Source: an optimization exercise on an open RTL-to-GDS flow (aim: small area, a short achievable clock period and few clock cycles per item). Production flows keep margins and buffers that such runs may drop.
At most, simulation tests tie the RTL to the original design; equivalence was not proved.
No functional check of the RTL was part of runs 4 and 5.
No activity file was given, so power comes from the tool's default toggle rates.

$ cat design.v
module gf2_rank (
    input  wire         clk,
    input  wire         rst,
    input  wire         start,
    input  wire [4:0]   rows_in,
    input  wire [5:0]   cols_in,
    output wire         ready,
    input  wire         row_valid,
    input  wire [31:0]  row_in,       
    output wire         row_ready,
    output reg          done,
    output wire [2:0]   err,
    output wire [5:0]   rank_out
);
    localparam NMAX = 32;
    localparam [NMAX-1:0] CUT = (32'd1 << 3) | (32'd1 << 9) | (32'd1 << 15) | (32'd1 << 21) | (32'd1 << 27);
    localparam FIRST = 3;              
    reg        loading;                    
    reg  [4:0] rem;                        
    reg        bad_r;                      
    reg        bad_q;                      
    reg  [4:0] cnt;                        
    reg  [4:0] rank_q;                     
    reg  [NMAX-1:0] valid;                 
    reg  [5:0] n_r;                        
    reg        init;                       
    reg        rdy;                        
    assign ready     = rdy;
    assign row_ready = loading;
    assign err       = {1'b0, bad_q, bad_q};
    assign rank_out  = {1'b0, rank_q};
    wire take      = row_valid & loading;
    wire take_last = take & (rem == 5'd1);
    wire flush     = rst | start;
    wire [NMAX*(NMAX+1)-1:0] rbus;
    wire [NMAX:0] lbus, pbus, ebus;
    assign rbus[NMAX-1:0] = row_in;
    assign lbus[0] = take;
    assign pbus[0] = take;
    assign ebus[0] = take_last;
    wire [NMAX-1:0] fin_v, now_v, pre_v;
    genvar c;
    generate
        for (c = 0; c < NMAX; c = c + 1) begin : col
            wire [NMAX-1:0] rin;
            wire            lin, pin, ein;
            if (c > 0 && CUT[c]) begin : pipe
                reg [NMAX-1:0] r;
                reg            l, p, e;
                always @(posedge clk) begin
                    r <= rbus[NMAX*c +: NMAX];
                    if (flush) begin
                        l <= 1'b0;
                        p <= 1'b0;
                        e <= 1'b0;
                    end else begin
                        l <= lbus[c];
                        p <= pbus[c];
                        e <= ebus[c];
                    end
                end
                assign rin = r;
                assign lin = l;
                assign pin = p;
                assign ein = e;
            end else begin : thru
                assign rin = rbus[NMAX*c +: NMAX];
                assign lin = lbus[c];
                assign pin = pbus[c];
                assign ein = ebus[c];
            end
            reg  [NMAX-1:0] slot;
            wire [NMAX-1:0] hi  = ~((32'd2 << c) - 32'd1);
            wire            hit = rin[c];
            wire            put = lin & hit & ~valid[c];
            wire            red = hit & valid[c];
            always @(posedge clk)
                if (put)
                    slot <= rin & hi;
            assign rbus[NMAX*(c+1) +: NMAX] = rin ^ ({NMAX{red}} & slot & hi);
            assign lbus[c+1] = lin & ~(hit & ~valid[c]);
            assign pbus[c+1] = pin;
            assign ebus[c+1] = ein;
            if (c < FIRST) begin : v0
                always @(posedge clk)
                    valid[c] <= (start & (cols_in <= c)) | (~start & (valid[c] | put));
            end else begin : v1
                always @(posedge clk)
                    valid[c] <= (init & (n_r <= c)) | (~init & (valid[c] | put));
            end
            if (c >= FIRST && (c == NMAX - 1 || CUT[c+1])) begin : cend
                wire sel;
                if (c == NMAX - 1)
                    assign sel = (n_r > lo(c));
                else if (lo(c) == FIRST)
                    assign sel = (n_r <= c + 1);
                else
                    assign sel = (n_r > lo(c)) & (n_r <= c + 1);
                wire lq, pq;
                if (c == NMAX - 1) begin : stat
                    reg l, p;
                    always @(posedge clk)
                        if (flush) begin
                            l <= 1'b0;
                            p <= 1'b0;
                        end else begin
                            l <= lbus[c+1];
                            p <= pbus[c+1];
                        end
                    assign lq = l;
                    assign pq = p;
                end else begin : nxt
                    assign lq = col[c+1].pipe.l;
                    assign pq = col[c+1].pipe.p;
                end
                assign fin_v[c] = sel & ebus[c+1];
                assign now_v[c] = sel & pbus[c+1] & ~lbus[c+1];
                assign pre_v[c] = sel & pq & ~lq;
            end else begin : cmid
                assign fin_v[c] = 1'b0;
                assign now_v[c] = 1'b0;
                assign pre_v[c] = 1'b0;
            end
        end
    endgenerate
    function integer lo;
        input integer c;
        integer i;
        begin
            lo = 0;
            for (i = 1; i <= c; i = i + 1)
                if (CUT[i])
                    lo = i;
        end
    endfunction
    wire fin = |fin_v;                     
    wire now = |now_v;                     
    wire pre = |pre_v;                     
    wire       clr   = start | bad_r;
    wire [4:0] acc   = cnt + {4'd0, pre};
    wire [4:0] rnk_1 = clr ? 5'd0 : acc + 5'd1;
    wire [4:0] rnk_0 = clr ? 5'd0 : acc;
    always @(posedge clk) begin
        if (rst) begin
            done    <= 1'b0;
            init    <= 1'b0;
        end else begin
            done <= (start && rows_in == 5'd0) || fin;
            init <= start;
        end
        rdy     <= rst | (start & (rows_in == 5'd0)) | (~start & (rdy | fin));
        loading <= ~rst & ((start & (rows_in != 5'd0)) | (~start & loading & ~take_last));
        bad_q   <= start ? ((rows_in > 5'd16) | (cols_in > 6'd32)) : bad_r;
        if (start) begin
            n_r   <= cols_in;
            rem   <= rows_in;
            bad_r <= (rows_in > 5'd16) || (cols_in > 6'd32);
        end else if (take) begin
            rem   <= rem - 5'd1;
        end
        cnt    <= start ? 5'd0 : acc;
        rank_q <= now ? rnk_1 : rnk_0;
    end
endmodule
$ cat flow/run.sh
#!/bin/bash
set -euo pipefail
bash standard.sh SETUP_SLACK_MARGIN=8.5 "BUFFER_PORTS_ARGS=-buffer_cell sky130_fd_sc_hd__buf_2" finish > make_finish.log 2>&1
$ cat standard.sh
#!/bin/bash
# synth_recipe.tcl (not shown) runs the flow's synth.tcl, then flattens the netlist and writes it again
# the make line also repeats each setting of config.mk as NAME=value (left out here)
make -C /OpenROAD-flow-scripts/flow DESIGN_CONFIG=/design/flow/config.mk WORK_HOME=/design/flow/orfs CLKGATE_MAP_FILE= SYNTH_SCRIPT=/design/flow/synth_recipe.tcl "${@:-finish}"
$ cat config.mk
export PLATFORM = sky130hd
export DESIGN_NAME = gf2_rank
export DESIGN_NICKNAME = gf2_rank
export VERILOG_FILES = /design/flow/design.v
export SDC_FILE = /design/flow/constraint.sdc
export NUM_CORES = 4
export LEC_CHECK = 0
export CAP_MARGIN = 20
export CORE_MARGIN = 2
export CORE_UTILIZATION = 50
export CTS_BUF_LIST = sky130_fd_sc_hd__clkbuf_16
export CTS_CLUSTER_DIAMETER = 80
export CTS_CLUSTER_SIZE = 30
export SLEW_MARGIN = 20
$ cat constraint.sdc
create_clock -name core_clock -period 12.0 [get_ports {clk}]
set_input_delay 2.4000 -clock core_clock [delete_from_list [all_inputs] [get_ports {clk}]]
set_output_delay 2.4000 -clock core_clock [all_outputs]
set_load 0.01 [all_outputs]
==> results of run 1 <==
area by class of cell:
cell class / instances / area, µm²
repair buffers: 96 / 651.9
diodes: 1 / 2.502
fillers: 4663 / 24900
multi-input cells: 1544 / 10470
clock inverters: 26 / 285.3
clock buffers: 37 / 925.9
well taps: 756 / 945.9
flip-flops and latches: 657 / 18260
inverters: 45 / 168.9
power groups by stage:
stage | logic, mW | registers (mW) | clock network, mW
final | 1.82 | 2.95 | 1.40
after global routing | 2.01 | 2.97 | 1.53
after CTS | 1.79 | 2.95 | 1.46
after detailed placement | 1.73 | 3.00 | 0
after global placement | 1.69 | 2.99 | 0
after floorplan | 1.48 | 2.93 | 0
worst paths after layout:
path / from / endpoint / slack [ps] / depth (start not counted)
min: col[3].pipe.r[19] / col[3].slot[19] / 460 / 0
max: row_in[0] / col[2].slot[18] / 8480 / 8
min reg2reg: col[3].pipe.r[19] / col[3].slot[19] / 460 / 0
max reg2reg: col[21].slot[22] / rank_q[0] / 8620 / 12
flip-flops by register name (all words and copies together), names as in the netlist, 6 cells and up:
register and flops:
valid 32, n_r 6, col.pipe.r 85, col.slot 496
worst max-delay path: stages:
cell and delay [ps]:
buf_12 100, and2_4 160, nand2_4 70, xnor2_4 120, and2_4 180, nand2_4 60
xnor2_4 320, and3_2 390
repair_timing:
item                       in CTS  in global routing
hold buffers                    0                  0
pin swaps                      10                 18
gates cloned                    6                  0
setup buffers                  11                  7
hold endpoints to repair        0                  0
setup endpoints to repair     192                215
gates resized for setup        45                 50
logic make-up (layout without fill, tap and decap cells):
| group | after synthesis | count (layout) | share of synthesized area, % |
|---|---|---|---|
| AOI/OAI and AO/OA | 184 | 184 | 4.491 |
| xor gates and xnor gates | 503 | 503 | 15.86 |
| adders and majority gates | 5 | 5 | 0.2174 |
| buffers and inverters | 134 | 204 | 2.156 |
| DFF | 657 | 657 | 63.37 |
| muxes | 22 | 22 | 0.9521 |
| other | 1 | 3 | 0.01303 |
| and+or+nand+nor | 822 | 828 | 12.95 |
cell usage in the layout, fill, tap and decap left out, types with 7 or more instances in the layout:
master,n
mux2_2,7
and2_1,23
nor3_1,25
nand3b_1,12
nand2b_1,7
edfxtp_1,508
o211ai_1,7
nand2_2,8
and3_1,13
mux2i_1,8
or2_2,9
dfxtp_1,136
nand2_1,498
nand3_1,55
nor2_1,71
a21oi_1,40
nor2b_1,14
o22ai_1,7
buf_4,36
o21bai_1,10
and2_2,8
and2_4,8
xnor2_2,13
buf_2,54
xnor2_1,451
nand2_4,14
dfxtp_2,12
xor2_1,23
o21ai_0,44
clkbuf_16,37
inv_1,44
layer usage:
| metal | track usage (%) | vias up | routed length (µm) |
|---|---|---|---|
| li1 | - | 8078 | - |
| met1 | 21.60 | 7636 | 22050 |
| met4 | 4.017 | 0 | 1032 |
| met5 | 0 | - | 0 |
| met3 | 2.633 | 70 | 1629 |
| met2 | 29.30 | 188 | 24310 |
per-stage QoR:
stage               instances  area, µm²
floorplan                2329      28900
global placement         3073      29820
detailed placement       3074      29830
CTS                      3154      31380
global route             3161      31700
finish                   3162      31700
==> metrics.md, run 1 <==
| Metric | Value |
|---|---|
| Syn_area_per_cell | 12.36 µm² |
| RSZ-0062 raised after global routing | yes |
| Synth top cells by count | nand2_1 (510), edfxtp_1 (508), xnor2_1 (461), dfxtp_1 (149), nor2_1 (76) |
| Clock sinks | 657 |
| Number of synthesis warnings | 1 |
| Mapped Area | 28780 µm² |
| DP Worst Slack | 6683 ps |
| Final setup margin | 8480 ps |
| Crit end category | flop |
| Vias per cell | 5.051 |
| Startpoint types | input port |
| Switching Fraction | 31.33% |
| Post-DRT Antenna Nets | 0 |
| CTS Buf Count | 36 |
| DR iter-0 viols | 987 |
| Sequential share of power | 47.8% |
| Final Hold Vio Count | 0 |
| Worst-path clk slew | 100 ps |
| Nets@finish | 2432 |
| Pleak | 10.33 nW |
| Gpl congestion | 0.7957 |
| Layout cells sized above 1 | 13.14% |
| Maxcap violations | 0 |
| Status | timing/DRC/antenna clean |
| Routed Wire Length | 49020 µm |
| Chip width | 243.9 µm |
| Core ar. | 56600 µm² |
| Leading post-synthesis cells by cell area | edfxtp_1 (53%), xnor2_1 (14%), dfxtp_1 (10%) |
| Worst-margin pin slew | 986.8 ps |
| Die Area | 59490 µm² |
| DR pass1 iterations | 5 |
| Leading register cell type out of synthesis | edfxtp_1 |
| Initial Util | 50.84% |
| # setup viols final | 0 |
| Synth async-reset ratio | 0% |
| DRC Markers | 0 |
| Synth cell types | 94 |
| Worst Skew | 17.20 ps |
| Most frequent cell after synthesis | nand2_1 |
| Total GRT Usage | 16.66% |
| Vias in the first global route | 16077 |
| Final Cycle Share | 29.34% |
| Initial antenna violation count | 0 |
| Largest area contributor in the netlist | edfxtp_1 |
| Hold Slack | 456.7 ps |
| Worst Setup Path Type | in2reg |
| Hold WC Path Type | reg2reg |
| Slew headroom | 34.14% |
| Slew Limit Fails | 0 |
| Routed len/inst | 15.50 µm |
| Clk Tree Root Cell | clkbuf_16 |
| I/O pin cnt | 59 |
| Die Ht | 243.9 µm |
| Grt total ovfl | 0 |
| Post-synth EDFFs | 508 |
| TritonCTS clock tree | done |
| Post-Synthesis Cells | 2328 |
| Htree depth | 2 |
| Yosys top cell area share | 53.00% |
| Post-synthesis sequential area ratio | 63.37% |
| Cell Rows | 87 |
| TNS Setup | 0 ps |
| Clock power frac | 22.7% |
| Worst Path Max Fanout | 7 |
| Area Growth Syn to Fin | 10.16% |
| P_sw | 1.933 mW |
| Max clock buf depth | 3 |
| First-pass GRT wire length | 81780 µm |
| CP required | 12280 ps |
| Largest net degree at the start of global routing | 52 |
| Fmax | 0.2841 GHz |
| Fin util | 56.01% |
| Vias after detailed routing | 15972 |
| Pwr Total | 6.169 mW |
| CP arrival | 3800 ps |
| Synthesis-stage register bit count | 657 |
| Buffers on Ports | 56 |
| Worst-Skew Late Latency | 580 ps |
| DPL Wire Length | 33540 µm |
| P_int | 4.236 mW |
| Minimum clock period | 3520 ps |
| Max IR drop VDD | 0.0001430 V |
| Gate power share | 29.4% |
| Power per cell area | 194.6 nW/µm² |
Testbench counts, summed over its fixed seeds: cycles 12,029, items 960.
==> inputs of run 2 (changes only) <==
--- a/config.mk
+++ b/config.mk
@@ -11,4 +11,4 @@
 export CTS_BUF_LIST = sky130_fd_sc_hd__clkbuf_16
 export CTS_CLUSTER_DIAMETER = 80
-export CTS_CLUSTER_SIZE = 30
+export CTS_CLUSTER_SIZE = 20
 export SLEW_MARGIN = 20
==> metrics.md, run 2 <==
| Metric | Value |
|---|---|
| Status | timing/DRC/antenna clean |
| Number of synthesis warnings | 1 |
| Worst Skew | 17.72 ps |
| I/O pin cnt | 59 |
| Main combinational cell family by area after synthesis | XOR/XNOR gates |
| Worst Setup Path Type | in2reg |
| Final Cell Area | 31840 µm² |
| Most frequent cell after synthesis | nand2_1 |
| Vias after detailed routing | 15971 |
| Post-synthesis mux area share | 0.9521% |
| Htree depth | 2 |
| Chip width | 243.9 µm |
| Max IR drop VDD | 0.0001265 V |
| Worst-path clk slew | 80 ps |
| Initial Util | 50.84% |
| Die Area | 59490 µm² |
| Slowest stage delay, CP | 320 ps |
| CTS Buf Count | 40 |
| Synthesis-stage register bit count | 657 |
| Nets@finish | 2444 |
| Fin util | 56.25% |
| DPL Wire Length | 33540 µm |
| Post-synthesis sequential area ratio | 63.37% |
| Pleak | 10.48 nW |
| Core ar. | 56600 µm² |
| Biggest regs | col.slot (496), col.pipe.r (85), valid (32) |
| Largest area contributor in the netlist | edfxtp_1 |
| Final Hold Vio Count | 0 |
| Synth top cells by count | nand2_1 (510), edfxtp_1 (508), xnor2_1 (461), dfxtp_1 (149), nor2_1 (76) |
| Total GRT Usage | 16.76% |
| Buffers on Ports | 56 |
| Post-DP Area | 29830 µm² |
| Clock sinks | 657 |
| Simple-Gate Fraction of Synth Area | 12.95% |
| CP arrival | 3860 ps |
| DR pass1 iterations | 5 |
| Area Growth Syn to Fin | 10.63% |
| Vias per cell | 5.024 |
| Cells along the critical path | buf_12 > and2_4 > nand2_4 > xnor2_4 > and2_4 > nand2_4 > xnor2_4 > and3_4 > buf_12 |
| Post-synth EDFFs | 508 |
| Post-synthesis adder-cell area fraction | 0.2174% |
| Minimum clock period | 3546 ps |
| Fmax | 0.2820 GHz |
| CP required | 12320 ps |
| Power per cell area | 194.0 nW/µm² |
| Crit end category | flop |
| Gpl congestion | 0.7957 |
| Hold WC Path Type | reg2reg |
| Startpoint types | input port |
| Placed cells | 3074 |
| Leading register cell type out of synthesis | edfxtp_1 |
| Max clock buf depth | 3 |
| Post-DRT Antenna Nets | 0 |
| Maxcap violations | 0 |
| Crit-path slowest cell | xnor2_4 |
| Post-Synthesis Cells | 2328 |
| Most frequent cells in the layout | edfxtp_1 (508), nand2_1 (494), xnor2_1 (448), dfxtp_1 (135), nor2_1 (71) |
| Commonest non-fill, non-tap cell in the layout | edfxtp_1 |
| Synth cell types | 94 |
| Syn_area_per_cell | 12.36 µm² |
| Worst Path Max Fanout | 8 |
| Yosys top cell area share | 53.00% |
| Worst-Skew Late Latency | 590 ps |
| Delay-heaviest family, CP | simple AND/OR/NAND/NOR gates |
| Slew headroom | 35.28% |
| DRC Markers | 0 |
| Slew Limit Fails | 0 |
| Cell Rows | 87 |
| Layout cells sized above 1 | 13.25% |
| Top reg by flops | col.slot |
| Max FFs per register | 496 |
| TritonCTS clock tree | done |
| Clk Tree Root Cell | clkbuf_16 |
| Largest net degree at the start of global routing | 52 |
| Synth async-reset ratio | 0% |
| Routed Wire Length | 49340 µm |
| Routed len/inst | 15.52 µm |
| # setup viols final | 0 |
| RSZ-0062 raised after global routing | yes |
| Final Cycle Share | 29.55% |
| Finished Layout Cells | 3179 |
| First-pass GRT wire length | 82190 µm |
| Post-synthesis compound-gate area fraction | 4.491% |
| DR iter-0 viols | 943 |
| TNS Setup | 0 ps |
| Mapped Area | 28780 µm² |
| Buf/Inv on CP | 2 |
| Grt total ovfl | 0 |
| Reg-to-reg slack, setup | 8670 ps |
| Initial antenna violation count | 0 |
| Leading post-synthesis cells by cell area | edfxtp_1 (53%), xnor2_1 (14%), dfxtp_1 (10%) |
| Die Ht | 243.9 µm |
| XOR/XNOR share of the synthesized area | 15.86% |
| Vias in the first global route | 16116 |
| Worst-margin pin slew | 969.7 ps |
[run 2: repair_timing]
item / CTS / global route
pin swaps: 8 / 22
cloned: 7 / 0
endpoints found under the setup margin: 184 / 170
setup buffers: 10 / 15
hold buffers: 0 / 0
gates resized for setup: 51 / 58
[run 2: power breakdown]
part / switching, mW / internal (mW)
Sequential: 0.141 / 2.81
Combinational: 1.00 / 0.831
Clock: 0.740 / 0.652
Total: 1.88 / 4.29
[run 2: kinds of logic (layout without fill, tap and decap cells)]
family | Yosys count | count (layout)
AO/OA/AOI/OAI | 184 | 184
XOR/XNOR | 503 | 503
adder cells (fa/ha/maj) | 5 | 5
buffers and inverters | 134 | 220
flip-flops | 657 | 657
multiplexers | 22 | 22
other | 1 | 3
AND/OR/NAND/NOR | 822 | 829
[run 2: final timing paths]
check / end / from / depth (start not counted)
max reg2reg: rank_q[0] / col[21].slot[22] / 13
min: col[3].slot[21] / col[3].pipe.r[21] / 0
max: col[2].slot[24] / row_in[0] / 9
min reg2reg: col[3].slot[21] / col[3].pipe.r[21] / 0
[run 2: stage by stage]
stage / hold WS (ps) / worst slack [ps] / total power, mW
floorplan: 406.4 / 8116 / 4.413
global placement: 436.8 / 6781 / 4.681
detailed placement: 438.4 / 6683 / 4.725
CTS: 457.1 / 8503 / 6.164
global route: 462.8 / 8428 / 6.527
finish: 452.8 / 8454 / 6.176
[run 2: layout make-up]
type	instances	area [µm²]
diodes	1	2.502
clock buffers	41	1026
clock inverters	31	178.9
fillers	4670	24770
inverters	45	168.9
multi-input cells	1545	10530
flip-flops and latches	657	18260
well taps	756	945.9
repair buffers	103	729.5
[run 2: per-layer routing]
layer	vias up	global-route usage [%]	share of wire, %
met3	55	2.181	2.7
met2	167	29.61	50
li1	8091	-	-
met1	7658	21.82	46
met5	-	0	0
met4	0	4.268	1.8
[run 2: worst register-to-register path, cell delays in order (launching register included)]
cell and delay (ps):
edfxtp_1 470, buf_4 190, nand3_2 130, mux2i_4 310, xnor2_4 150, buf_4 180
nand2b_1 60, nand2_1 120, o21bai_1 250, a32o_1 320, a2111oi_4 380, o2111ai_4 230
o31a_1 330, nor3_1 140
==> inputs of run 3 (changes only) <==
==> run.sh (new file) <==
#!/bin/bash
# synth_recipe.tcl (not shown) runs the flow's synth.tcl, then flattens the netlist and writes it again
# the make line also repeats each setting of config.mk as NAME=value (left out here)
make -C /OpenROAD-flow-scripts/flow DESIGN_CONFIG=/design/flow/config.mk WORK_HOME=/design/flow/orfs CLKGATE_MAP_FILE= SYNTH_SCRIPT=/design/flow/synth_recipe.tcl finish
--- a/config.mk
+++ b/config.mk
@@ -9,6 +9,7 @@
 export CORE_MARGIN = 2
 export CORE_UTILIZATION = 50
-export CTS_BUF_LIST = sky130_fd_sc_hd__clkbuf_16
+export CTS_BUF_LIST = sky130_fd_sc_hd__clkbuf_8
 export CTS_CLUSTER_DIAMETER = 80
-export CTS_CLUSTER_SIZE = 20
+export CTS_CLUSTER_SIZE = 16
+export SETUP_SLACK_MARGIN = 5
 export SLEW_MARGIN = 20
removed: flow/run.sh
removed: standard.sh
==> metrics.md, run 3 <==
| Metric | Value |
|---|---|
| Post-synthesis adder-cell area fraction | 0.2174% |
| Worst-Skew Late Latency | 670 ps |
| First-pass GRT wire length | 81910 µm |
| Vias after detailed routing | 15945 |
| Max IR drop VDD | 0.0001066 V |
| Startpoint types | input port |
| Largest net degree at the start of global routing | 52 |
| DR iter-0 viols | 801 |
| Worst-path clk slew | 100 ps |
| Antenna diodes | 0 |
| Routed Wire Length | 48750 µm |
| Vias per cell | 5.041 |
| XOR/XNOR share of the synthesized area | 15.86% |
| CTS Buf Count | 48 |
| Fin util | 54.66% |
| CP required | 12540 ps |
| Synthesis-stage register bit count | 657 |
| Leading post-synthesis cells by cell area | edfxtp_1 (53%), xnor2_1 (14%), dfxtp_1 (10%) |
| Pwr Total | 5.756 mW |
| Worst Setup Path Type | in2reg |
| Slew headroom | 31.99% |
| TNS Setup | 0 ps |
| Initial Util | 50.84% |
| Grt total ovfl | 0 |
| Post-CTS setup buffer count | 0 |
| Vias in the first global route | 16082 |
| GR peak layer | met2 |
| DR pass1 iterations | 5 |
| Post-DRT Antenna Nets | 0 |
| Met1 usage | 21.58% |
| RSZ-0062 raised after global routing | no |
| Worst hold start | col[9].pipe.r[15] |
| Origin of the worst setup path | row_in[0] |
| Post-synthesis compound-gate area fraction | 4.491% |
| Top reg by flops | col.slot |
| Post-synth EDFFs | 508 |
| Most frequent cells in the layout | nand2_1 (510), edfxtp_1 (508), xnor2_1 (461), dfxtp_1 (148), inv_1 (78) |
| Slowest stage delay, CP | 640 ps |
| Cell Rows | 87 |
| Commonest non-fill, non-tap cell in the layout | nand2_1 |
| Worst r2r src | valid[15] |
| Maxcap violations | 0 |
| Gpl congestion | 0.7852 |
| Final Cycle Share | 42.82% |
| Layout cells sized above 1 | 6.813% |
| Biggest regs | col.slot (496), col.pipe.r (85), valid (32) |
| Mapped Area | 28780 µm² |
| GRT met2 Usage | 29.32% |
| Cts hold-fix bufs | 0 |
| Post-synthesis sequential area ratio | 63.37% |
| Area Growth Syn to Fin | 7.512% |
| Post-Synthesis Cells | 2328 |
| Post-synthesis mux area share | 0.9521% |
| Hold Slack | 441.5 ps |
| Crit end category | flop |
| Met3 global-route usage | 2.445% |
| Clock sinks | 657 |
| Die Ht | 243.9 µm |
| Chip width | 243.9 µm |
| Fmax | 0.1946 GHz |
| Synth top cells by count | nand2_1 (510), edfxtp_1 (508), xnor2_1 (461), dfxtp_1 (149), nor2_1 (76) |
| Final Hold Vio Count | 0 |
| Worst Skew | 31.11 ps |
| Initial antenna violation count | 0 |
| Worst Path Max Fanout | 31 |
| Status | timing/DRC/antenna clean |
| Clk Tree Root Cell | clkbuf_8 |
| Most frequent cell after synthesis | nand2_1 |
| Main combinational cell family by area after synthesis | XOR/XNOR gates |
| Core ar. | 56600 µm² |
| Cells along the critical path | clkdlybuf4s50_1 > and2_0 > buf_4 > nand2_1 > xnor2_1 > and2_2 > nand2_1 > xnor2_1 > and2_2 > nand2_1 > xnor2_1 |
| Max clock buf depth | 3 |
| Htree depth | 2 |
| FILL cells | 4799 |
| Power per cell area | 186.0 nW/µm² |
| Worst-margin pin slew | 1018 ps |
| Minimum clock period | 5138 ps |
| Number of synthesis warnings | 1 |
| CP arrival | 5680 ps |
| DPL Wire Length | 34200 µm |
| Total GRT Usage | 16.65% |
| TritonCTS clock tree | done |
| # setup viols final | 0 |
| # resized after CTS | 0 |
| Max FFs per register | 496 |
| Synth async-reset ratio | 0% |
| Leading register cell type out of synthesis | edfxtp_1 |
| Syn_area_per_cell | 12.36 µm² |
| Buffers on Ports | 56 |
| Pleak | 9.999 nW |
| Largest area contributor in the netlist | edfxtp_1 |
| I/O pin cnt | 59 |
| Hold WC Path Type | reg2reg |
| DRC Markers | 0 |
| Die Area | 59490 µm² |
| Synth cell types | 94 |
| Crit-path slowest cell | and2_2 |
| Slew Limit Fails | 0 |
| Nets@finish | 2420 |
| Yosys top cell area share | 53.00% |
| Routed len/inst | 15.41 µm |
| Simple-Gate Fraction of Synth Area | 12.95% |
==> run 3: cell count changes in the layout (fill, tap and decap cells not counted), moves of 8 or more <==
cell / change
xnor2_1: +13
and2_1: +9
xnor2_2: -8
dfxtp_1: +13
clkbuf_8: +51
and2_4: -9
clkdlybuf4s50_1: +56
clkbuf_16: -41
inv_1: +12
buf_4: -19
buf_2: -54
dfxtp_2: -12
nand2_1: +16
nand2_2: -10
==> run 3: layout make-up <==
| cell class | count | area (µm²) | share of cell area [%] |
|---|---|---|---|
| flip-flops and latches | 657 | 18240 | 58.94 |
| multi-input cells | 1538 | 9991 | 32.29 |
| well taps | 756 | 945.9 | 3.057 |
| repair buffers | 78 | 725.7 | 2.345 |
| clock buffers | 51 | 701.9 | 2.268 |
| clock inverters | 38 | 170.2 | 0.5499 |
| inverters | 45 | 168.9 | 0.5459 |
==> run 3: critical path, delay by kind of cell <==
family	cells	cell delay, ps
AND/OR/NAND/NOR	6	1820
buffers and inverters	2	880
XOR/XNOR	3	570
==> run 3: cell families (layout without fill, tap and decap cells) <==
group	Yosys count	after routing
buf+inv	134	212
other cells	1	2
xor+xnor	503	503
mux	22	22
fa+ha+maj	5	5
compound gates	184	184
simple gates	822	822
flops	657	657
==> run 3: final timing paths <==
check                      endpoint  slack (ps)  depth (start not counted)
hold reg to reg     col[9].slot[15]         440                          0
setup / recovery  col[3].pipe.r[18]        6860                         11
setup reg to reg   col[20].slot[30]        7860                          9
hold / removal      col[9].slot[15]         440                          0
==> run 3: power by group <==
group | internal (mW) | leakage, nW | switching (mW)
clock network | 0.403 | 0.570 | 0.707
logic | 0.760 | 3.60 | 0.940
registers | 2.81 | 5.83 | 0.139
total | 3.97 | 10.0 | 1.79
==> run 3: metal layers <==
metal	wire length (µm)	up-vias
met5	0	-
met4	903	0
met3	1481	62
li1	-	8031
met1	21940	7665
met2	24420	187
==> run 3: per-stage QoR <==
step	cell area (µm²)	worst slack (ps)	cells
2_1_floorplan	28780	6661	2329
5_1_grt	30940	6545	3163
4_1_cts	30930	6861	3163
3_5_place_dp	30060	6162	3074
3_3_place_gp	30050	5330	3074
6_report	30940	6862	3163
==> inputs of run 4 (changes only) <==
--- a/design.v
+++ b/design.v
@@ -14,6 +14,6 @@
 );
     localparam NMAX = 32;
-    localparam [NMAX-1:0] CUT = (32'd1 << 3) | (32'd1 << 9) | (32'd1 << 15) | (32'd1 << 21) | (32'd1 << 27);
-    localparam FIRST = 3;              
+    localparam [NMAX-1:0] CUT = (32'd1 << 2) | (32'd1 << 8) | (32'd1 << 14) | (32'd1 << 21) | (32'd1 << 28);
+    localparam FIRST = 2;              
     reg        loading;                    
     reg  [4:0] rem;                        
==> flow/run.sh (new file) <==
#!/bin/bash
set -euo pipefail
bash standard.sh SETUP_SLACK_MARGIN=8.55 "BUFFER_PORTS_ARGS=-buffer_cell sky130_fd_sc_hd__buf_2" finish > make_finish.log 2>&1
==> standard.sh (new file) <==
#!/bin/bash
# synth_recipe.tcl (not shown) runs the flow's synth.tcl, then flattens the netlist and writes it again
# the make line also repeats each setting of config.mk as NAME=value (left out here)
make -C /OpenROAD-flow-scripts/flow DESIGN_CONFIG=/design/flow/config.mk WORK_HOME=/design/flow/orfs CLKGATE_MAP_FILE= SYNTH_SCRIPT=/design/flow/synth_recipe.tcl "${@:-finish}"
--- a/config.mk
+++ b/config.mk
@@ -9,7 +9,6 @@
 export CORE_MARGIN = 2
 export CORE_UTILIZATION = 50
-export CTS_BUF_LIST = sky130_fd_sc_hd__clkbuf_8
+export CTS_BUF_LIST = sky130_fd_sc_hd__clkbuf_16
 export CTS_CLUSTER_DIAMETER = 80
-export CTS_CLUSTER_SIZE = 16
-export SETUP_SLACK_MARGIN = 5
+export CTS_CLUSTER_SIZE = 30
 export SLEW_MARGIN = 20
removed: run.sh
==> metrics.md, run 4 <==
| Metric | Value |
|---|---|
| Status | timing/DRC/antenna clean |
| Final setup margin | 8540 ps |
| Initial Util | 50.47% |
| Leading register cell type out of synthesis | edfxtp_1 |
| Pleak | 10.60 nW |
| Gpl congestion | 0.8563 |
| Vias in the first global route | 16862 |
| Htree depth | 2 |
| Clock sinks | 659 |
| Minimum clock period | 3460 ps |
| Area of the multi-input gates | 10670 µm² |
| Top Layer Used | met4 |
| M1 WL | 23900 µm |
| Initial antenna violation count | 0 |
| DP Worst Slack | 7354 ps |
| Worst R2R End | rank_q[1] |
| Routed wl met3 | 1537 µm |
| TNS Setup | 0 ps |
| Mapped Area | 28460 µm² |
| Crit end category | flop |
| Origin of the worst setup path | col[21].slot[22] |
| Syn_area_per_cell | 12.28 µm² |
| Fin util | 57.51% |
| DR iter-0 viols | 914 |
| Top reg by flops | col.slot |
| Pwr Total | 6.287 mW |
| Yosys top cell area share | 53.60% |
| Fmax | 0.2890 GHz |
| DPL Wire Length | 38950 µm |
| First-pass GRT wire length | 90430 µm |
| Layout cells sized above 1 | 15.88% |
| Max clock buf depth | 3 |
| Max IR drop VDD | 0.0001321 V |
| Largest net degree at the start of global routing | 32 |
| Die Ht | 242.6 µm |
| Post-synthesis sequential area ratio | 64.22% |
| Area Growth Syn to Fin | 13.94% |
| Routed Wire Length | 57330 µm |
| Final Hold Vio Count | 0 |
| Die Area | 58850 µm² |
| # setup viols final | 0 |
| Most frequent cells in the layout | edfxtp_1 (508), nand2_1 (506), xnor2_1 (441), dfxtp_1 (129), buf_4 (78) |
| Leading post-synthesis cells by cell area | edfxtp_1 (54%), xnor2_1 (14%), dfxtp_1 (11%) |
| Total GRT Usage | 19.13% |
| Post-synth EDFFs | 508 |
| Post-DRT Antenna Nets | 0 |
| Chip width | 242.6 µm |
| Maxcap violations | 0 |
| RSZ-0062 raised after global routing | yes |
| Worst Skew | 28.71 ps |
| TritonCTS clock tree | done |
| Largest area contributor in the netlist | edfxtp_1 |
| Worst-path clk slew | 110 ps |
| R2r worst-path depth | 14 |
| Register area | 18330 µm² |
| Worst Setup EP | rank_q[1] |
| Reg-to-reg slack, setup | 8540 ps |
| CTS Buf Count | 34 |
| Clk Tree Root Cell | clkbuf_16 |
| Worst Setup Path Type | reg2reg |
| Commonest non-fill, non-tap cell in the layout | edfxtp_1 |
| Hold path cells | 0 |
| Vias per cell | 5.166 |
| Biggest regs | col.slot (496), col.pipe.r (87), valid (32) |
| DR pass1 iterations | 5 |
| CP arrival | 3930 ps |
| Power per cell area | 193.9 nW/µm² |
| Routed len/inst | 17.87 µm |
| Synth async-reset ratio | 0% |
| Worst r2r src | col[21].slot[22] |
| Worst-Skew Late Latency | 590 ps |
| I/O pin cnt | 59 |
| Slew Limit Fails | 0 |
| Core ar. | 56390 µm² |
| Grt total ovfl | 0 |
| Met2 routed WL | 30780 µm |
| Final Cycle Share | 28.84% |
| CP required | 12460 ps |
| Post-Synthesis Cells | 2318 |
| Synth cell types | 88 |
| Startpoint types | flop |
| DRC Markers | 0 |
| Buffers on Ports | 56 |
| Synth top cells by count | nand2_1 (509), edfxtp_1 (508), xnor2_1 (461), dfxtp_1 (151), nor2_1 (76) |
| Worst-margin pin slew | 971.3 ps |
| Max FFs per register | 496 |
| Synthesis-stage register bit count | 659 |
| Hold WC Path Type | reg2reg |
| Slew headroom | 34.56% |
| Worst Path Max Fanout | 5 |
| Vias after detailed routing | 16574 |
| Most frequent cell after synthesis | nand2_1 |
| FILL cells | 4692 |
| Nets@finish | 2476 |
| Number of synthesis warnings | 1 |
| Cell Rows | 87 |
[run 4: cell count changes after synthesis, moves of 6 or more]
cell	delta
a21oi_1	-15
a22oi_1	+10
nand2_4	-10
buf_4	-8
clkbuf_1	+7
nor2b_1	+7
o21bai_1	-7
xnor2_2	-7
a21boi_0	+6
o2111ai_1	+6
[run 4: area by class of cell]
| class | count | area share, % |
|---|---|---|
| flip-flops and latches | 659 | 56.52 |
| multi-input cells | 1536 | 32.89 |
| repair buffers | 149 | 3.538 |
| clock buffers | 38 | 2.932 |
| well taps | 756 | 2.917 |
| clock inverters | 24 | 0.6636 |
| inverters | 44 | 0.5170 |
| diodes | 2 | 0.01543 |
[run 4: through the flow]
stage | hold slack [ps] | cell area (µm²) | cells
finish | 462.2 | 32430 | 3208
global route | 473.7 | 32420 | 3206
CTS | 459.4 | 31740 | 3173
detailed placement | 439.5 | 29590 | 3067
global placement | 436.0 | 29590 | 3067
floorplan | 402.9 | 28560 | 2319
[run 4: worst min path at each step]
stage	startpoint	end	slack (ps)
after floorplan	col[21].pipe.r[22]	col[21].slot[22]	400
after global routing	col[14].pipe.r[19]	col[14].slot[19]	470
final	col[8].pipe.r[13]	col[8].slot[13]	460
after detailed placement	col[2].pipe.r[16]	col[2].slot[16]	440
after global placement	col[2].pipe.r[29]	col[2].slot[29]	440
after CTS	col[8].pipe.e	col[14].pipe.e	460
[run 4: worst max-delay path: stages, from the launching register on]
cell and delay (ps):
edfxtp_1 430, and3_4 250, xnor2_2 160, or3_4 390
a211o_1 330, a211o_1 320, a21oi_2 200, o21a_1 220
o21ai_2 80, nor4b_4 140, buf_4 170, nor4_4 190
buf_4 180, a31oi_1 80, a41o_1 210
[run 4: routing by layer]
layer  global-route usage (%)  vias up
li1                         -     8157
met1                    23.25     8129
met2                    35.98      223
met3                    2.079       65
met4                    5.070        0
met5                        0        -
[run 4: report_power, final]
part / switching [mW] / internal [mW]
clock: 0.754 / 0.623
sequential: 0.147 / 2.81
combinational: 1.09 / 0.867
[run 4: kinds of logic after synthesis]
family,share of synthesized area [%]
muxes,0.6682
xor gates and xnor gates,15.28
adders and majority gates,0.2198
buffers and inverters,1.952
and+or+nand+nor,12.88
DFF,64.22
other,0.01318
AOI/OAI and AO/OA,4.766
[run 4: timing repair]
item / 4_1_cts / 5_1_grt
pin swaps: 23 / 33
gates cloned: 6 / 5
setup buffers: 38 / 28
gates resized for setup: 143 / 77
setup endpoints to repair: 282 / 193
hold buffers: 0 / 0
==> inputs of run 5 (changes only) <==
--- a/design.v
+++ b/design.v
@@ -14,5 +14,5 @@
 );
     localparam NMAX = 32;
-    localparam [NMAX-1:0] CUT = (32'd1 << 2) | (32'd1 << 8) | (32'd1 << 14) | (32'd1 << 21) | (32'd1 << 28);
+    localparam [NMAX-1:0] CUT = (32'd1 << 2) | (32'd1 << 8) | (32'd1 << 14) | (32'd1 << 20) | (32'd1 << 26);
     localparam FIRST = 2;              
     reg        loading;                    
==> metrics.md, run 5 <==
| Metric | Value |
|---|---|
| Initial Util | 50.77% |
| Routed len/inst | 15.25 µm |
| Worst Path Max Fanout | 6 |
| Max clock buf depth | 3 |
| GR peak layer | met2 |
| Leading register cell type out of synthesis | edfxtp_1 |
| Synthesis-stage register bit count | 662 |
| Register area | 18370 µm² |
| Cells along the critical path | buf_4 > o211ai_1 > a32o_4 > nor2_8 > mux2i_4 > xnor2_4 > and4_4 > or3_4 > or4_4 > o311a_4 > nand3_4 > mux2i_1 > nor3_1 |
| Met3 global-route usage | 2.634% |
| Simple-Gate Fraction of Synth Area | 12.94% |
| Clock sinks | 662 |
| Max FFs per register | 496 |
| Post-synthesis mux area share | 0.8474% |
| Cts hold-fix bufs | 0 |
| Biggest regs | col.slot (496), col.pipe.r (90), valid (32) |
| Main combinational cell family by area after synthesis | XOR/XNOR gates |
| CP arrival | 3910 ps |
| Post-synthesis compound-gate area fraction | 4.585% |
| Crit end category | flop |
| Largest net degree at the start of global routing | 53 |
| Status | timing/DRC/antenna clean |
| GRT met2 Usage | 28.05% |
| Synth cell types | 86 |
| Post-synthesis adder-cell area fraction | 0.2173% |
| Reg-to-reg slack, setup | 8550 ps |
| Worst-path clk slew | 110 ps |
| Gpl congestion | 0.8402 |
| Maxcap violations | 0 |
| XOR/XNOR share of the synthesized area | 15.56% |
| Largest area contributor in the netlist | edfxtp_1 |
| Most frequent cells in the layout | nand2_1 (518), edfxtp_1 (508), xnor2_1 (453), dfxtp_1 (136), nor2_1 (78) |
| Post-synthesis sequential area ratio | 63.69% |
| Worst hold start | col[2].pipe.r[21] |
| Clk Tree Root Cell | clkbuf_16 |
| Number of synthesis warnings | 1 |
| Power per cell area | 190.2 nW/µm² |
| Vias after detailed routing | 16243 |
| First-pass GRT wire length | 82410 µm |
| Syn_area_per_cell | 12.20 µm² |
| Yosys top cell area share | 52.98% |
| Nets@finish | 2476 |
| Pleak | 10.39 nW |
| Core ar. | 56710 µm² |
| DPL Wire Length | 34130 µm |
| FILL cells | 4675 |
| Top reg by flops | col.slot |
| DRC Markers | 0 |
| Slew Limit Fails | 0 |
| Hold WC Path Type | reg2reg |
| Hold EP | col[2].slot[21] |
| Grt total ovfl | 0 |
| Post-DRT Antenna Nets | 0 |
| Hold Slack | 459.9 ps |
| Post-Synthesis Cells | 2359 |
| Worst-margin pin slew | 945.8 ps |
| Total GRT Usage | 16.57% |
| Hold path cells | 0 |
| Worst r2r src | col[14].slot[15] |
| Chip width | 244.0 µm |
| Slowest stage delay, CP | 500 ps |
| TritonCTS clock tree | done |
| Initial antenna violation count | 0 |
| DR pass1 iterations | 7 |
| Area of the multi-input gates | 10440 µm² |
| Worst R2R End | rank_q[1] |
| Htree depth | 2 |
| R2r worst-path depth | 13 |
| Die Ht | 244.0 µm |
| Placed cells | 3103 |
| Leading post-synthesis cells by cell area | edfxtp_1 (53%), xnor2_1 (14%), dfxtp_1 (11%) |
| Post-synth EDFFs | 508 |
| Commonest non-fill, non-tap cell in the layout | nand2_1 |
| I/O pin cnt | 59 |
| Final Hold Vio Count | 0 |
| Cell Rows | 87 |
| Minimum clock period | 3450 ps |
| Fmax | 0.2898 GHz |
| Mapped Area | 28790 µm² |
| TNS Setup | 0 ps |
| DR iter-0 viols | 1082 |
| Slew headroom | 36.28% |
| Worst-Skew Late Latency | 590 ps |
| Met1 usage | 22.14% |
| Post-DP Area | 29880 µm² |
| Antenna diodes | 0 |
| Finished Layout Cells | 3208 |
| Most frequent cell after synthesis | nand2_1 |
| Final Cycle Share | 28.75% |
| Synth top cells by count | nand2_1 (520), edfxtp_1 (508), xnor2_1 (462), dfxtp_1 (154), nor2_1 (83) |
| Layout cells sized above 1 | 12.97% |
| CTS Buf Count | 36 |
| Worst Setup Path Type | reg2reg |
| # setup viols final | 0 |
| Die Area | 59520 µm² |
| Vias in the first global route | 16505 |
| CP required | 12460 ps |
| Buffers on Ports | 56 |
| Routed Wire Length | 48930 µm |
| Final Cell Area | 32020 µm² |
| RSZ-0062 raised after global routing | yes |
| Crit-path slowest cell | or4_4 |
| Max IR drop VDD | 0.0001359 V |
| Synth async-reset ratio | 0% |
| Final setup margin | 8550 ps |
| Area Growth Syn to Fin | 11.23% |
| Worst Skew | 24.77 ps |
| DP Worst Slack | 7511 ps |
| Startpoint types | flop |
| Vias per cell | 5.063 |
[run 5: changes by cell type after synthesis, sizes merged, moves of 6 or more]
cell	change
nand2	+11
nor2	+7
nor2b	-8
buf	+8
a22oi	-7
a21oi	+8
a211oi	+9
o2111ai	-6
[run 5: layer usage]
layer / vias to the layer above / wire length, µm
li1: 8207 / -
met2: 225 / 24180
met4: 0 / 934
met1: 7751 / 22010
met5: - / 0
met3: 60 / 1807
[run 5: layout make-up]
cell class | count | share of cell area [%]
Sequential cell | 662 | 57.37
Timing Repair Buffer | 114 | 2.614
Multi-Input combinational cell | 1563 | 32.61
Inverter | 47 | 0.5509
Clock inverter | 28 | 0.9260
Clock buffer | 38 | 2.969
Tap cell | 756 | 2.954
[run 5: logic make-up (layout without fill, tap and decap cells)]
group | count (synthesis) | count (layout)
flip-flops | 662 | 662
AO/OA/AOI/OAI | 196 | 196
adder cells (fa/ha/maj) | 5 | 5
other | 1 | 2
buffers and inverters | 140 | 227
multiplexers | 22 | 22
AND/OR/NAND/NOR | 831 | 835
XOR/XNOR | 502 | 503
[run 5: critical path: cells and delay by family, from the launching register on]
family | cells | cell delay (ps)
XOR/XNOR | 1 | 140
AO/OA/AOI/OAI | 3 | 600
flip-flops | 1 | 490
buffers and inverters | 1 | 160
multiplexers | 2 | 520
AND/OR/NAND/NOR | 6 | 1410
[run 5: how the worst max path moves through the flow]
stage | from | slack, ps | cells past startpoint | end
2_1_floorplan | row_in[0] | 7990 | 5 | col[1].slot[10]
3_3_place_gp | col[2].pipe.r[2] | 7620 | 10 | col[7].slot[26]
3_5_place_dp | col[2].pipe.r[2] | 7510 | 9 | col[7].slot[29]
4_1_cts | valid[2] | 8500 | 9 | col[6].slot[23]
5_1_grt | col[14].slot[15] | 8390 | 13 | rank_q[1]
6_report | col[14].slot[15] | 8550 | 13 | rank_q[1]
[run 5: repair_timing]
action	CTS	global route
pin swaps	7	21
setup endpoints to repair	318	266
buffers inserted	17	16
gates resized for setup	52	73
hold endpoints to repair	0	0
cloned	4	2
[run 5: report_power, final]
group          internal [mW]  total [mW]  leakage [nW]  switching, mW
registers               2.80        2.94          5.87          0.142
logic                  0.768        1.72          3.89          0.952
clock network          0.641        1.43         0.629          0.791
[run 5: stage by stage]
stage	utilization [%]	power (mW)
after floorplan	-	4.275
after global placement	52.64	4.558
after detailed placement	52.69	4.600
after CTS	55.58	6.089
after global routing	56.47	6.431
final	56.47	6.092

[afterwards: timing with drivers on the ports]
Ports are ideal in the flow. The routed layouts listed here were re-timed in OpenROAD. Step 1: set_driving_cell puts a clkbuf_16 on clk and a buf_2 on each other input, an assumption about the parent block. Step 2 times the ports against the registers' clock, not the clock port: input delays grow and output delays shrink by t, the midpoint of the rising clock arrivals with the driver on. Three values: ideal ports, drivers, drivers and shift; two values: the first two.
run | t (ns) | slack for setup (ns) | clock arrival spread, ns | worst slew at a driven data input, ns
run 1 | 0.638 | 8.480 / 8.477 / 7.848 | 0.024 / 0.024 | 0.07
run 2 | 0.641 | 8.454 / 8.439 / 7.798 | 0.024 / 0.025 | 0.07
run 3 | 0.704 | 6.862 / 6.890 / 6.186 | 0.038 / 0.038 | 0.05
run 4 | 0.637 | 8.540 / 8.488 / 7.936 | 0.032 / 0.033 | 0.09
run 5 | 0.634 | 8.550 / 8.496 / 8.017 | 0.031 / 0.032 | 0.04
After both steps setup and hold are still met in every run listed. For run 3, which loses most, drivers alone change the setup slack by +0.028 ns; drivers and shift together by -0.676 ns.
